Background: an optimization exercise with open tools, aiming at small area. Do not read the settings as production practice.
The RTL was checked by simulation tests, not by an equivalence proof against the original design.
Power figures rest on the tool's default switching activity, not on a simulated workload.

==> flow/design.v <==
module pjon_tx (
    input  wire        clk,
    input  wire        rst_n,           
    input  wire        start,
    input  wire        cfg_shared,
    input  wire        cfg_sender_info,
    input  wire        cfg_ack_request,
    input  wire        cfg_crc32,
    input  wire        tx_explicit,
    input  wire [15:0] tx_header,
    input  wire [7:0]  tx_dest,
    input  wire [31:0] tx_bus,
    input  wire [7:0]  device_id,
    input  wire [31:0] bus_id,
    input  wire [15:0] pay_len,
    input  wire        pay_valid,
    input  wire [7:0]  pay_data,
    output wire        pay_ready,
    output wire        out_valid,
    output wire [7:0]  out_data,
    output wire        out_last,
    input  wire        out_ready,
    input  wire        err_clr,
    output reg         busy,
    output reg         done,
    output reg  [2:0]  result_code,
    output reg  [31:0] result,
    output reg  [15:0] final_hdr,
    output reg  [31:0] err_ctx,
    output reg         ev_error
);
    localparam [16:0] MAX_LENGTH = 17'd1024;
    localparam [16:0] MIN_LENGTH = 17'd5;
    localparam [7:0]  BROADCAST  = 8'd255;
    localparam HB_MODE        = 0;
    localparam HB_SENDER_INFO = 1;
    localparam HB_ACK_REQUEST = 2;
    localparam HB_CRC_MODE    = 5;
    localparam HB_EXT_LENGTH  = 6;
    localparam HB_EXT_HEADER  = 7;
    localparam [2:0] R_NONE    = 3'd0;
    localparam [2:0] R_ACK     = 3'd1;
    localparam [2:0] R_FAIL    = 3'd3;
    localparam [2:0] R_TOOLONG = 3'd5;
    function [7:0] crc8_step;
        input [7:0] acc;
        input [7:0] b;
        integer k;
        reg [7:0] a;
        reg mix;
        begin
            a = acc;
            for (k = 0; k < 8; k = k + 1) begin
                mix = a[0] ^ b[k];
                a = a >> 1;
                if (mix) a = a ^ 8'h8C;
            end
            crc8_step = a;
        end
    endfunction
    function [31:0] crc32_step;
        input [31:0] acc;
        input [7:0]  b;
        integer k;
        reg [31:0] a;
        begin
            a = acc ^ {24'd0, b};
            for (k = 0; k < 8; k = k + 1)
                a = (a >> 1) ^ (a[0] ? 32'hEDB88320 : 32'h00000000);
            crc32_step = a;
        end
    endfunction
    function [16:0] overhead;
        input [15:0] h;
        begin
            overhead = 17'd1 + (h[HB_EXT_HEADER] ? 17'd2 : 17'd1)
                     + (h[HB_EXT_LENGTH] ? 17'd2 : 17'd1)
                     + (h[HB_MODE] ? 17'd4 : 17'd0)
                     + (h[HB_SENDER_INFO] ? (h[HB_MODE] ? 17'd5 : 17'd1) : 17'd0)
                     + (h[HB_CRC_MODE] ? 17'd4 : 17'd1);
        end
    endfunction
    wire [15:0] default_hdr = {10'd0, cfg_crc32, 2'b00, cfg_ack_request,
                               cfg_sender_info, cfg_shared};
    wire [15:0] req_hdr = tx_explicit ? tx_header : default_hdr;
    reg  [15:0] h1, h2;
    reg  [16:0] total1, total2;
    always @(*) begin
        h1 = req_hdr;
        if (tx_dest == BROADCAST) h1[HB_ACK_REQUEST] = 1'b0;
        if (h1 > 16'd255) h1[HB_EXT_HEADER] = 1'b1;
        total1 = {1'b0, pay_len} + overhead(h1);
        h2 = h1;
        total2 = total1;
        if (total1 > 17'd255) begin
            h2[HB_EXT_LENGTH] = 1'b1;
            h2[HB_CRC_MODE]   = 1'b1;
            total2 = {1'b0, pay_len} + overhead(h2);
        end
    end
    wire too_long  = total2 > MAX_LENGTH;
    wire too_short = total2 < MIN_LENGTH;
    reg [15:0] idx;           
    reg [15:0] h_q;           
    reg [15:0] total_q;       
    reg [7:0]  dest_q;
    reg [31:0] txbus_q;
    reg [7:0]  dev_q;
    reg [31:0] bus_q;
    reg [7:0]  crc8_q;
    reg [31:0] crc32_q;
    wire [15:0] hdr_len   = h_q[HB_EXT_HEADER] ? 16'd2 : 16'd1;
    wire [15:0] len_len   = h_q[HB_EXT_LENGTH] ? 16'd2 : 16'd1;
    wire [15:0] crc_len   = h_q[HB_CRC_MODE]   ? 16'd4 : 16'd1;
    wire [15:0] bus_len   = h_q[HB_MODE]       ? 16'd4 : 16'd0;
    wire [15:0] si_len    = h_q[HB_SENDER_INFO] ? (h_q[HB_MODE] ? 16'd5 : 16'd1) : 16'd0;
    wire [15:0] pos_len   = 16'd1 + hdr_len;
    wire [15:0] pos_rxbus = pos_len + len_len;
    wire [15:0] pos_si    = pos_rxbus + bus_len;
    wire [15:0] pos_pay   = pos_si + si_len;
    wire [15:0] pos_crc   = total_q - crc_len;
    wire in_pay = busy && (idx >= pos_pay) && (idx < pos_crc);
    wire [31:0] crc32_fin = crc32_q ^ 32'hFFFFFFFF;
    wire [15:0] crc_k     = idx - pos_crc;
    wire [15:0] bus_k     = idx - pos_rxbus;
    wire [15:0] si_k      = idx - pos_si;
    function [7:0] be_byte;
        input [31:0] v;
        input [1:0]  k;
        begin
            case (k)
                2'd0: be_byte = v[31:24];
                2'd1: be_byte = v[23:16];
                2'd2: be_byte = v[15:8];
                default: be_byte = v[7:0];
            endcase
        end
    endfunction
    reg [7:0] byte_out;
    always @(*) begin
        if (idx == 16'd0)
            byte_out = dest_q;
        else if (idx == 16'd1)
            byte_out = h_q[7:0];
        else if (idx == 16'd2 && h_q[HB_EXT_HEADER])
            byte_out = h_q[15:8];
        else if (idx == pos_len)
            byte_out = h_q[HB_EXT_LENGTH] ? total_q[15:8] : total_q[7:0];
        else if (idx == pos_len + 16'd1 && h_q[HB_EXT_LENGTH])
            byte_out = total_q[7:0];
        else if (h_q[HB_MODE] && idx >= pos_rxbus && idx < pos_rxbus + 16'd4)
            byte_out = be_byte(txbus_q, bus_k[1:0]);
        else if (h_q[HB_SENDER_INFO] && h_q[HB_MODE] && idx >= pos_si && idx < pos_si + 16'd4)
            byte_out = be_byte(bus_q, si_k[1:0]);
        else if (h_q[HB_SENDER_INFO] && idx == pos_pay - 16'd1)
            byte_out = dev_q;
        else if (idx >= pos_crc)
            byte_out = h_q[HB_CRC_MODE] ? be_byte(crc32_fin, crc_k[1:0]) : crc8_q;
        else
            byte_out = pay_data;
    end
    assign out_valid = busy && (in_pay ? pay_valid : 1'b1);
    assign out_data  = byte_out;
    assign out_last  = busy && (idx == total_q - 16'd1);
    assign pay_ready = in_pay && out_ready;
    wire fire = out_valid && out_ready;
    always @(posedge clk) begin
        if (!rst_n) begin
            busy        <= 1'b0;
            done        <= 1'b0;
            result_code <= R_NONE;
            result      <= 32'd0;
            final_hdr   <= 16'd0;
            err_ctx     <= 32'd0;
            ev_error    <= 1'b0;
            idx         <= 16'd0;
            h_q         <= 16'd0;
            total_q     <= 16'd0;
            dest_q      <= 8'd0;
            txbus_q     <= 32'd0;
            dev_q       <= 8'd0;
            bus_q       <= 32'd0;
            crc8_q      <= 8'd0;
            crc32_q     <= 32'hFFFFFFFF;
        end else begin
            done <= 1'b0;
            if (err_clr) ev_error <= 1'b0;
            if (!busy) begin
                if (start) begin
                    final_hdr <= h2;
                    if (too_long) begin
                        result      <= 32'd0;
                        err_ctx     <= {15'd0, total2};
                        ev_error    <= 1'b1;
                        result_code <= R_TOOLONG;
                        done        <= 1'b1;
                    end else if (too_short) begin
                        result      <= 32'd0;
                        result_code <= R_FAIL;
                        done        <= 1'b1;
                    end else begin
                        busy    <= 1'b1;
                        idx     <= 16'd0;
                        h_q     <= h2;
                        total_q <= total2[15:0];
                        dest_q  <= tx_dest;
                        txbus_q <= tx_bus;
                        dev_q   <= device_id;
                        bus_q   <= bus_id;
                        crc8_q  <= 8'h00;
                        crc32_q <= 32'hFFFFFFFF;
                    end
                end
            end else if (fire) begin
                if (idx < pos_crc) begin
                    crc8_q  <= crc8_step(crc8_q, byte_out);
                    crc32_q <= crc32_step(crc32_q, byte_out);
                end
                if (out_last) begin
                    busy        <= 1'b0;
                    done        <= 1'b1;
                    result      <= {16'd0, total_q};
                    result_code <= R_ACK;
                end else begin
                    idx <= idx + 16'd1;
                end
            end
        end
    end
endmodule
==> flow/run.sh <==
#!/bin/bash
# synth_recipe.tcl (not shown) runs the flow's synth.tcl, then flattens the netlist and writes it again
# the make line also repeats each setting of config.mk as NAME=value (left out here)
make -C /OpenROAD-flow-scripts/flow DESIGN_CONFIG=/design/flow/config.mk WORK_HOME=/design/flow/orfs CLKGATE_MAP_FILE= SYNTH_SCRIPT=/design/flow/synth_recipe.tcl finish
==> flow/config.mk <==
export PLATFORM = sky130hd
export DESIGN_NAME = pjon_tx
export DESIGN_NICKNAME = pjon_tx
export VERILOG_FILES = /design/flow/design.v
export SDC_FILE = /design/flow/constraint.sdc
export NUM_CORES = 4
export LEC_CHECK = 0
export CAP_MARGIN = 20
export CORE_MARGIN = 2
export CORE_UTILIZATION = 40
export SLEW_MARGIN = 20
==> flow/constraint.sdc <==
create_clock -name core_clock -period 12.0 [get_ports {clk}]
set_input_delay 2.4000 -clock core_clock [delete_from_list [all_inputs] [get_ports {clk}]]
set_output_delay 2.4000 -clock core_clock [all_outputs]
set_load 0.01 [all_outputs]
==> run summary <==
cell families after synthesis:
kind of cell	after synthesis
AO/OA/AOI/OAI	361
XOR/XNOR	159
adder cells (fa/ha/maj)	79
buffers and inverters	197
flip-flops	223
multiplexers	67
other	1
AND/OR/NAND/NOR	653
per-layer routing:
| layer | share of wire, % | global-route usage, % | up-vias |
|---|---|---|---|
| li1 | - | - | 6254 |
| met5 | 0 | 0 | - |
| met4 | 2.4 | 6.18 | 0 |
| met1 | 46 | 32.2 | 6096 |
| met2 | 46 | 37.3 | 396 |
| met3 | 5.4 | 2.66 | 73 |
state kept, by name, summed over array words and instances, names as in the netlist, 16 cells and up:
| register | flops |
|---|---|
| bus_q | 32 |
| crc32_q | 32 |
| txbus_q | 32 |
| err_ctx | 17 |
| final_hdr | 16 |
| h_q | 16 |
| idx | 16 |
| result | 16 |
| total_q | 16 |
layout make-up:
| type | instances | area, µm² | share of cell area (%) |
|---|---|---|---|
| clock buffer | 38 | 714 | 4.15 |
| clock inverter | 8 | 71.3 | 0.414 |
| inverter | 51 | 196 | 1.14 |
| multi-input combinational | 1350 | 9120 | 52.9 |
| sequential | 223 | 4460 | 25.9 |
| tap | 461 | 577 | 3.35 |
| timing repair buffer | 210 | 2080 | 12.1 |
report_power, final:
part	total, µW	switching [µW]	internal [µW]
Clock	749	318	432
Sequential	759	7.77	751
Combinational	269	143	127
Total	1780	468	1310
Yosys cell counts, types with 23 or more instances:
cell type	instances	area [µm²]
or2_2	23	144
inv_1	49	184
o21ai_0	29	145
nand2_1	293	1100
xor2_1	47	412
nor3_1	38	190
nand3_1	56	280
mux2i_1	34	340
mux4_2	24	541
a21oi_1	191	956
nor2_1	127	477
clkbuf_1	102	383
xnor2_1	92	806
ha_1	70	876
dfxtp_1	223	4460
buf_4	31	233
worst register-to-register path: cells and delay by family (launching register included):
kind | cells | cell delay (ns)
compound gates | 5 | 1.26
xor+xnor | 5 | 1.30
fa+ha+maj | 2 | 0.69
buf+inv | 1 | 0.16
flops | 1 | 0.83
mux | 1 | 0.42
simple gates | 6 | 1.99
metrics by stage:
stage	power [µW]	utilization, %	area, µm²	setup slack (ns)
final	1780	48.6	17200	2.93
after global routing	1850	48.6	17200	2.49
after CTS	1800	48.6	17200	2.97
after detailed placement	1040	46.4	16400	2.41
after global placement	1040	46.4	16400	2.61
after floorplan	939	-	14400	3.61
worst paths after layout:
kind,from,end,cells after the start
hold reg to reg,result_code[0],result_code[0],2
setup / recovery,tx_explicit,idx[13],24
hold / removal,result_code[0],result_code[0],2
setup reg to reg,h_q[5],crc8_q[2],20
==> flow_summary_export.csv <==
group,metric,value,unit
clocking,clkTransAtPathRegs,0.07,ns
finish,diodes,0,
logic_synthesis,async_flop_share,0,%
detailed_routing,vias,12819,
finish,mostFrequentLayoutCells,"nand2_1, dfxtp_1, clkdlybuf4s50_1",
clocking,cts_sinks,223,
place,placed_cells,2295,
logic_synthesis,seq_area_frac_synth,31.2,%
clocking,hold_buffers,0,
clocking,post-cts-setup-buffers,0,
place,dpl.hpwl,31.7,mm
clocking,cts_tree,"yes",
logic_synthesis,synthFlopType,"dfxtp_1",
logic_synthesis,synth_adder_area_share,7.38,%
logic_synthesis,synth_xor_xnor_area_share,11.6,%
logic_synthesis,ys_ff_latch,223,
floorplanning,die_area,37300,µm²
timing,tightest_slew,1.01,ns
timing,slew_viol_final,0,
timing,skew,0.0279,ns
logic_synthesis,synth_top_family_by_area,"simple AND/OR/NAND/NOR gates",
timing,fin_setup_tns,0,ns
finish,final_common_cell,"nand2_1",
setup_path,r2r_setup_slack,5.25,ns
detailed_routing,drtAntennaViolNets,0,
clocking,htree_levels,1,
setup_path,critPathKind,"in -> reg",
clocking,clk_path_buf_depth,3,
run_status,status,"complete, no violations",
setup_path,worst-path-buf-inv,6,
finish,syn_to_final_growth,20.3,%
detailed_routing,drt-pass1-iter-count,8,
setup_path,max_stage_delay,0.58,ns
detailed_routing,post_drt_via_cell_ratio,5.48,
timing,fmax,110,MHz
finish,drive_gt1_share,7.45,%
setup_path,crit_arrival,9.49,ns
logic_synthesis,synth_edf_count,0,
place,gp_congestion,0.897,
logic_synthesis,synth_compound_area_share,15.9,%
timing,post-route-period-util,75.6,%
clocking,cts-root-buf,"clkbuf_16",
logic_synthesis,syn-mean-instance-area,8.23,µm²
setup_path,cp-end-kind,"flop",
setup_path,path_cells,"clkdlybuf4s50_1 > buf_4 > mux2i_1 > or2_2 > inv_1 > fa_1 > inv_1 > fa_1 > inv_1 > ha_1 > fa_1 > a211oi_1 > o21bai_1 > nand4_1 > mux2i_1 > o211ai_1 > nor2_1 > buf_4 > mux2i_1 > o41a_1 > o21ai_1 > nand4_1 > nor3_1 > mux2_2",
detailed_routing,wl,43.5,mm
clocking,cts_made_buffers,25,
floorplanning,die_w,193,µm
flow_run,drv_cap,0,
floorplanning,rows,69,
min_path,hold_path.class,"reg -> reg",
place,io_buffers,196,
logic_synthesis,yosys_warnings,1,
floorplanning,io_pins,228,
logic_synthesis,yosysUniqueCellTypes,89,
timing,min_period,9.07,ns
timing,relSlewSlack,32.5,%
global_route,grt_pass1_wl,67.5,mm
logic_synthesis,yosys.area_share.simple,21.0,%
setup_path,slowest_stage,"o41a_1",
timing,whs,0.448,ns
setup_path,worstPathMaxFanout,26,
detailed_routing,drc,0,
clocking,cts_resized,0,
logic_synthesis,syn_area,14300,µm²
floorplanning,die_y,193,µm
global_route,grt_pass1_vias,12201,
setup_path,start_kind,"primary input",
global_route,grtUsageTotal,22.9,%
timing,setup_viol,0,
setup_path,critPathTopFamily,"adder cells",
logic_synthesis,synthCells,1740,
logic_synthesis,synth.area.mux_share,6.86,%
pwr,cellPowerDensity,103,nW/µm²
setup_path,crit_required,12.42,ns
finish,final_cells,2341,
global_route,antenna_found_initial,0,
global_route,grt-ovfl-total,0,
pwr,ir_worst_vdd,0.0969,mV
detailed_routing,first_iter_violations,1129,
timing,hold_viol,0,
global_route,grt_max_degree,115,
pwr,leakage,0.00650,µW
timing,grt_setup_unrepaired,"false",
floorplanning,fp.coreArea,35400,µm²
finish,final.fill_count,3515,
floorplanning,start_util,40.4,%
detailed_routing,routedWlPerCell,18.6,µm
clocking,insertion_delay,0.55,ns
finish,fin_nets,2071,

[port drivers added, routing unchanged]
In the flow no input, the clock included, has a driving cell. The finished layout below was timed again as built, in two steps.
Step 1 sets driving cells, clkbuf_16 on the clock port and buf_2 on the other inputs (assumed; they add their load-dependent delay and slew).
Step 2 times the ports against the registers' clock, not the clock port: input delays grow and output delays shrink by t, the midpoint of the rising clock arrivals with the driver on.
a / b / c = ideal / step 1 / step 2; a / b = the first two.
shift t [ns]: 0.589
slack for setup (ns): 2.930 / 2.962 / 2.373
cell pins on the clock port's net: 1
After both steps setup and hold are still met in this run. The setup slack of this run moves by +0.032 ns with the drivers and by -0.557 ns with both steps.
